From an optimization exercise on the open Yosys and OpenROAD flow, aimed at small area and a short achievable clock period; shortcuts taken in it are not production practice. Function was checked by simulation only, so behaviour that the tests miss may differ from the original. Power and IR drop assume default switching activity.

==> inputs of run Z <==
// xbee_rx
module xbee_rx (
    input  wire       clk,
    input  wire       rst,         
    input  wire       wr_valid,
    input  wire [7:0] wr_data,
    input  wire       run,
    input  wire [1:0] mode,        
    input  wire       flush,
    output reg  [5:0] avail,
    output reg        out_valid,
    output reg  [1:0] out_kind,
    output reg  [7:0] out_data
);
==> module xbee_rx, before the edit <==
module xbee_rx (
    input  wire       clk,
    input  wire       rst,         
    input  wire       wr_valid,
    input  wire [7:0] wr_data,
    input  wire       run,
    input  wire [1:0] mode,        
    input  wire       flush,
    output reg  [5:0] avail,
    output reg        out_valid,
    output reg  [1:0] out_kind,
    output reg  [7:0] out_data
);
    localparam CAP = 32;
    localparam ST_HUNT   = 3'd0;
    localparam ST_LEN_HI = 3'd1;
    localparam ST_LEN_LO = 3'd2;
    localparam ST_PAY    = 3'd3;
    localparam ST_CKS    = 3'd4;
    localparam K_PAYLOAD = 2'd0;
    localparam K_FRAME   = 2'd1;
    localparam K_BADCKS  = 2'd2;
    localparam K_SPECIAL = 2'd3;
    localparam [7:0] DELIM = 8'h7E;
    localparam [7:0] ESC   = 8'h7D;
    localparam [7:0] XON   = 8'h11;
    localparam [7:0] XOFF  = 8'h13;
    reg [7:0] sr [0:CAP-1];    
    reg [1:0] ctl_mode;
    reg       nz;           
    reg       mpar;         
    wire mode_change = (mode != ctl_mode);
    wire step        = run && mpar && !mode_change && !flush && nz;
    wire full        = avail[5];
    integer i;
    always @(posedge clk) begin
        if (wr_valid) begin
            sr[0] <= wr_data;
            for (i = 1; i < CAP; i = i + 1)
                sr[i] <= sr[i-1];
        end
    end
    wire [7:0] t0 [0:31];
    wire [7:0] t1 [0:15];
    wire [7:0] t2 [0:7];
    wire [7:0] t3 [0:3];
    wire [7:0] t4 [0:1];
    genvar g;
    generate
        for (g = 0; g < 32; g = g + 1) begin : g_t0
            assign t0[g] = sr[(g + 31) % 32];
        end
        for (g = 0; g < 16; g = g + 1) begin : g_t1
            assign t1[g] = avail[0] ? t0[2*g+1] : t0[2*g];
        end
        for (g = 0; g < 8; g = g + 1) begin : g_t2
            assign t2[g] = avail[1] ? t1[2*g+1] : t1[2*g];
        end
        for (g = 0; g < 4; g = g + 1) begin : g_t3
            assign t3[g] = avail[2] ? t2[2*g+1] : t2[2*g];
        end
        for (g = 0; g < 2; g = g + 1) begin : g_t4
            assign t4[g] = avail[3] ? t3[2*g+1] : t3[2*g];
        end
    endgenerate
    wire [7:0] b_rd = avail[4] ? t4[1] : t4[0];
    reg       ev_step;      
    reg       ev_hunt;      
    reg       ev_esc;       
    reg [7:0] ev_b;
    wire [5:0] avail_m1 = avail - 6'd1;
    wire [5:0] avail_p1 = avail + 6'd1;
    always @(posedge clk) begin
        ev_b <= b_rd;
        ev_esc <= ctl_mode[1];
        if (rst) begin
            avail    <= 6'd0;
            nz       <= 1'b0;
            ctl_mode <= 2'd0;
            mpar     <= 1'b0;
            ev_step  <= 1'b0;
            ev_hunt  <= 1'b0;
        end else begin
            ctl_mode <= mode;
            mpar     <= (mode == 2'd1) || (mode == 2'd2);
            ev_step  <= step;
            ev_hunt  <= mode_change;
            if (flush) begin
                avail <= {5'd0, wr_valid};
                nz    <= wr_valid;
            end else if (step) begin
                if (!wr_valid) begin
                    avail <= avail_m1;
                    nz    <= (avail != 6'd1);
                end
            end else if (wr_valid) begin
                if (!full)
                    avail <= avail_p1;
                nz <= 1'b1;
            end
        end
    end
    reg  [2:0]  state;
    reg         esc;
    reg  [15:0] rem;      
    reg  [7:0]  sum;
    wire [7:0] b = ev_b;
    wire [7:0] v = {b[7:6], b[5] ^ esc, b[4:0]};
    reg  [2:0]  n_state;
    reg         n_esc;
    reg  [15:0] n_rem;
    reg  [7:0]  n_sum;
    reg         n_item;
    reg  [1:0]  n_kind;
    reg  [7:0]  n_data;
    reg         deliver;
    always @(*) begin
        n_state = state;
        n_esc   = esc;
        n_rem   = rem;
        n_sum   = sum;
        n_item  = 1'b0;
        n_kind  = K_PAYLOAD;
        n_data  = v;
        deliver = 1'b0;
        if (state == ST_HUNT) begin
            if (b == DELIM) begin
                n_state = ST_LEN_HI;
                n_esc   = 1'b0;
            end
        end else if (!ev_esc) begin
            deliver = 1'b1;
        end else if (esc) begin
            n_esc   = 1'b0;
            deliver = 1'b1;
        end else if (b == ESC) begin
            n_esc = 1'b1;
        end else if (b == DELIM) begin
            n_item  = 1'b1;
            n_kind  = K_SPECIAL;
            n_state = ST_LEN_HI;
        end else if (b == XON || b == XOFF) begin
            n_item  = 1'b1;
            n_kind  = K_SPECIAL;
            n_state = ST_HUNT;
        end else begin
            deliver = 1'b1;
        end
        if (deliver) begin
            case (state)
                ST_LEN_HI: begin
                    n_rem[15:8] = v;
                    n_state     = ST_LEN_LO;
                end
                ST_LEN_LO: begin
                    n_rem[7:0] = v;
                    n_sum      = 8'h00;
                    n_state    = ({rem[15:8], v} != 16'h0000) ? ST_PAY : ST_CKS;
                end
                ST_PAY: begin
                    n_item = 1'b1;
                    n_kind = K_PAYLOAD;
                    n_sum  = sum + v;
                    n_rem  = rem - 16'd1;
                    if (rem == 16'd1)
                        n_state = ST_CKS;
                end
                default: begin  
                    n_item = 1'b1;
                    if (v == ~sum) begin
                        n_kind = K_FRAME;
                    end else begin
                        n_kind = K_BADCKS;
                        n_data = ~sum;
                    end
                    n_state = ST_HUNT;
                end
            endcase
        end
    end
    always @(posedge clk) begin
        if (rst) begin
            state     <= ST_HUNT;
            esc       <= 1'b0;
            out_valid <= 1'b0;
        end else if (ev_hunt) begin
            state     <= ST_HUNT;
            esc       <= 1'b0;
            out_valid <= 1'b0;
        end else begin
            if (ev_step) begin
                state <= n_state;
                esc   <= n_esc;
            end
            out_valid <= ev_step && n_item;
        end
        if (ev_step) begin
            rem <= n_rem;
            sum <= n_sum;
        end
        out_kind <= n_kind;
        out_data <= n_data;
    end
endmodule
clock: 6.0 ns
lec_check: 0
cap_margin: 20
core_margin: 2
core_utilization: 30
slew_margin: 20
run.sh (not shown) runs the stock make flow with config.mk's settings and CLKGATE_MAP_FILE= SYNTH_SCRIPT=/design/flow/synth_recipe.tcl, a recipe that flattens the netlist after the stock synthesis.
==> run R (differences from run Z) <==
==> flow/design.v (replaced) <==
module xbee_rx (
    input  wire       clk,
    input  wire       rst,         
    input  wire       wr_valid,
    input  wire [7:0] wr_data,
    input  wire       run,
    input  wire [1:0] mode,        
    input  wire       flush,
    output reg  [5:0] avail,
    output reg        out_valid,
    output reg  [1:0] out_kind,
    output reg  [7:0] out_data
);
    localparam CAP = 32;
    localparam MODE_API     = 2'd1;
    localparam MODE_API_ESC = 2'd2;
    localparam ST_HUNT   = 3'd0;
    localparam ST_LEN_HI = 3'd1;
    localparam ST_LEN_LO = 3'd2;
    localparam ST_PAY    = 3'd3;
    localparam ST_CKS    = 3'd4;
    localparam K_PAYLOAD = 2'd0;
    localparam K_FRAME   = 2'd1;
    localparam K_BADCKS  = 2'd2;
    localparam K_SPECIAL = 2'd3;
    localparam [7:0] DELIM = 8'h7E;
    localparam [7:0] ESC   = 8'h7D;
    localparam [7:0] XON   = 8'h11;
    localparam [7:0] XOFF  = 8'h13;
    reg [7:0] mem [0:CAP-1];
    reg [4:0] rd;
    reg [4:0] wr;
    reg  [1:0]  ctl_mode;
    reg  [2:0]  state;
    reg         esc;
    reg  [15:0] len;
    reg  [15:0] cnt;
    reg  [7:0]  sum;
    wire mode_change = (mode != ctl_mode);
    wire parseable   = (mode == MODE_API) || (mode == MODE_API_ESC);
    wire step        = run && parseable && !mode_change && !flush && (avail != 6'd0);
    wire full        = (avail == CAP);
    wire [7:0] b = mem[rd];
    reg  [2:0]  n_state;
    reg         n_esc;
    reg  [15:0] n_len;
    reg  [15:0] n_cnt;
    reg  [7:0]  n_sum;
    reg         n_item;
    reg  [1:0]  n_kind;
    reg  [7:0]  n_data;
    reg         deliver;
    reg  [7:0]  v;
    reg  [15:0] len_new;
    always @(*) begin
        n_state = state;
        n_esc   = esc;
        n_len   = len;
        n_cnt   = cnt;
        n_sum   = sum;
        n_item  = 1'b0;
        n_kind  = K_PAYLOAD;
        n_data  = 8'h00;
        deliver = 1'b0;
        v       = b;
        len_new = 16'h0000;
        if (state == ST_HUNT) begin
            if (b == DELIM) begin
                n_state = ST_LEN_HI;
                n_esc   = 1'b0;
                n_len   = 16'h0000;
                n_cnt   = 16'h0000;
                n_sum   = 8'h00;
            end
        end else if (mode == MODE_API) begin
            deliver = 1'b1;
        end else if (esc) begin
            n_esc   = 1'b0;
            v       = b ^ 8'h20;
            deliver = 1'b1;
        end else if (b == ESC) begin
            n_esc = 1'b1;
        end else if (b == DELIM) begin
            n_item  = 1'b1;
            n_kind  = K_SPECIAL;
            n_data  = b;
            n_state = ST_LEN_HI;
            n_esc   = 1'b0;
            n_len   = 16'h0000;
            n_cnt   = 16'h0000;
            n_sum   = 8'h00;
        end else if (b == XON || b == XOFF) begin
            n_item  = 1'b1;
            n_kind  = K_SPECIAL;
            n_data  = b;
            n_state = ST_HUNT;
            n_esc   = 1'b0;
            n_len   = 16'h0000;
            n_cnt   = 16'h0000;
            n_sum   = 8'h00;
        end else begin
            deliver = 1'b1;
        end
        if (deliver) begin
            case (state)
                ST_LEN_HI: begin
                    n_len   = {v, 8'h00};
                    n_state = ST_LEN_LO;
                end
                ST_LEN_LO: begin
                    len_new = {len[15:8], v};
                    n_len   = len_new;
                    n_state = (len_new != 16'h0000) ? ST_PAY : ST_CKS;
                end
                ST_PAY: begin
                    n_item = 1'b1;
                    n_kind = K_PAYLOAD;
                    n_data = v;
                    n_sum  = sum + v;
                    n_cnt  = cnt + 16'd1;
                    if (cnt + 16'd1 == len)
                        n_state = ST_CKS;
                end
                default: begin  
                    n_item = 1'b1;
                    if (v == ~sum) begin
                        n_kind = K_FRAME;
                        n_data = v;
                    end else begin
                        n_kind = K_BADCKS;
                        n_data = ~sum;
                    end
                    n_state = ST_HUNT;
                    n_esc   = 1'b0;
                    n_len   = 16'h0000;
                    n_cnt   = 16'h0000;
                    n_sum   = 8'h00;
                end
            endcase
        end
    end
    always @(posedge clk) begin
        if (wr_valid)
            mem[wr] <= wr_data;
    end
    always @(posedge clk) begin
        if (rst) begin
            rd        <= 5'd0;
            wr        <= 5'd0;
            avail     <= 6'd0;
            ctl_mode  <= 2'd0;
            state     <= ST_HUNT;
            esc       <= 1'b0;
            len       <= 16'h0000;
            cnt       <= 16'h0000;
            sum       <= 8'h00;
            out_valid <= 1'b0;
            out_kind  <= 2'd0;
            out_data  <= 8'h00;
        end else begin
            ctl_mode <= mode;
            if (flush) begin
                rd    <= wr;
                avail <= wr_valid ? 6'd1 : 6'd0;
            end else if (step) begin
                rd    <= rd + 5'd1;
                avail <= avail - 6'd1 + (wr_valid ? 6'd1 : 6'd0);
            end else if (wr_valid) begin
                if (full)
                    rd <= rd + 5'd1;    
                else
                    avail <= avail + 6'd1;
            end
            if (wr_valid)
                wr <= wr + 5'd1;
            if (mode_change) begin
                state <= ST_HUNT;
                esc   <= 1'b0;
                len   <= 16'h0000;
                cnt   <= 16'h0000;
                sum   <= 8'h00;
            end else if (step) begin
                state <= n_state;
                esc   <= n_esc;
                len   <= n_len;
                cnt   <= n_cnt;
                sum   <= n_sum;
            end
            out_valid <= step && n_item;
            if (step && n_item) begin
                out_kind <= n_kind;
                out_data <= n_data;
            end
        end
    end
endmodule
==> run C (differences from run Z) <==
--- a/flow/design.v
+++ b/flow/design.v
@@ -29,7 +29,8 @@
     reg [1:0] ctl_mode;
-    reg       nz;           
-    reg       mpar;         
     wire mode_change = (mode != ctl_mode);
-    wire step        = run && mpar && !mode_change && !flush && nz;
+    wire parseable   = (ctl_mode == 2'd1) || (ctl_mode == 2'd2);
+    wire step        = run && parseable && !mode_change && !flush && (avail != 6'd0);
     wire full        = avail[5];
+    wire [4:0] ridx = avail[4:0] - 5'd1;
+    wire [7:0] b_rd = sr[ridx];
     integer i;
@@ -42,26 +43,2 @@
     end
-    wire [7:0] t0 [0:31];
-    wire [7:0] t1 [0:15];
-    wire [7:0] t2 [0:7];
-    wire [7:0] t3 [0:3];
-    wire [7:0] t4 [0:1];
-    genvar g;
-    generate
-        for (g = 0; g < 32; g = g + 1) begin : g_t0
-            assign t0[g] = sr[(g + 31) % 32];
-        end
-        for (g = 0; g < 16; g = g + 1) begin : g_t1
-            assign t1[g] = avail[0] ? t0[2*g+1] : t0[2*g];
-        end
-        for (g = 0; g < 8; g = g + 1) begin : g_t2
-            assign t2[g] = avail[1] ? t1[2*g+1] : t1[2*g];
-        end
-        for (g = 0; g < 4; g = g + 1) begin : g_t3
-            assign t3[g] = avail[2] ? t2[2*g+1] : t2[2*g];
-        end
-        for (g = 0; g < 2; g = g + 1) begin : g_t4
-            assign t4[g] = avail[3] ? t3[2*g+1] : t3[2*g];
-        end
-    endgenerate
-    wire [7:0] b_rd = avail[4] ? t4[1] : t4[0];
     reg       ev_step;      
@@ -70,4 +47,2 @@
     reg [7:0] ev_b;
-    wire [5:0] avail_m1 = avail - 6'd1;
-    wire [5:0] avail_p1 = avail + 6'd1;
     always @(posedge clk) begin
@@ -77,5 +52,3 @@
             avail    <= 6'd0;
-            nz       <= 1'b0;
             ctl_mode <= 2'd0;
-            mpar     <= 1'b0;
             ev_step  <= 1'b0;
@@ -84,18 +57,10 @@
             ctl_mode <= mode;
-            mpar     <= (mode == 2'd1) || (mode == 2'd2);
             ev_step  <= step;
             ev_hunt  <= mode_change;
-            if (flush) begin
+            if (flush)
                 avail <= {5'd0, wr_valid};
-                nz    <= wr_valid;
-            end else if (step) begin
-                if (!wr_valid) begin
-                    avail <= avail_m1;
-                    nz    <= (avail != 6'd1);
-                end
-            end else if (wr_valid) begin
-                if (!full)
-                    avail <= avail_p1;
-                nz <= 1'b1;
-            end
+            else if (step)
+                avail <= wr_valid ? avail : avail - 6'd1;
+            else if (wr_valid && !full)
+                avail <= avail + 6'd1;
         end
==> summary.txt <==
CTS sink count: 334
Result of the run: no timing/DRC/antenna violations
Seq/total area: 0.555
Clkbuf count: 42
Initial cell density of the core: 0.304
Min setup slack post-route: 1200 ps
Final estimated routing congestion in global placement: 0.822
Total power per unit cell area: 298 nW/um^2
IR drop worst, VDD: 0.150 mV
Final net count: 1031
the above is filed under run R

==> summary.txt <==
Result of the run: no timing/DRC/antenna violations
Seq/total area: 0.621
Min setup slack post-route: 2670 ps
Final estimated routing congestion in global placement: 0.772
Final net count: 766
CTS sink count: 316
IR drop worst, VDD: 0.154 mV
Initial cell density of the core: 0.304
Total power per unit cell area: 332 nW/um^2
the above is filed under run Z

==> summary.txt <==
Largest area contributor in the synthesized netlist: edfxtp_1
Final net count: 979
Fillers: 4010
Result of the run: no timing/DRC/antenna violations
CTS sink count: 314
Diode insertion count for antenna repair: 0
Seq/total area: 0.614
Origin of the worst min-delay path: ctl_mode[1]$_SDFF_PP0_
FF-to-FF Start: avail[3]$_SDFFE_PP0P_
Clkbuf count: 38
IR drop worst, VDD: 0.236 mV
Final estimated routing congestion in global placement: 0.878
Total power per unit cell area: 323 nW/um^2
Comb group: 0.000284 W
# resized after CTS: 0
Adder-Cell Fraction of Synth Area: 0.0165
Min setup slack post-route: 2460 ps
Worst slack at placement: 2000 ps
Vias per cell: 5.49
the above is filed under run C

-- afterwards: timing with drivers on the ports --
How much do the figures lean on ideal ports? The routed layouts below were timed once more, with nothing changed but the port constraints. Step 1 sets driving cells, clkbuf_16 on the clock port and buf_2 on the other inputs (assumed; they add their load-dependent delay and slew). Step 2 also shifts input and output timing later by t, the mid clock arrival at the registers, as if the neighbouring blocks saw the same clock. Slacks: ideal / step 1 / step 2; pairs: ideal / step 1.
run | t, ns | setup slack, ns | cell pins on the clock port's net
run Z | 0.546 | 2.669 / 2.623 / 2.367 | 1
run R | 0.575 | 1.202 / 1.202 / 1.202 | 1
run C | 0.613 | 2.462 / 2.456 / 1.973 | 1
After both steps setup and hold are still met in every run listed. The setup slack of run C, which loses most, moves by -0.006 ns with the drivers and by -0.489 ns with both steps.
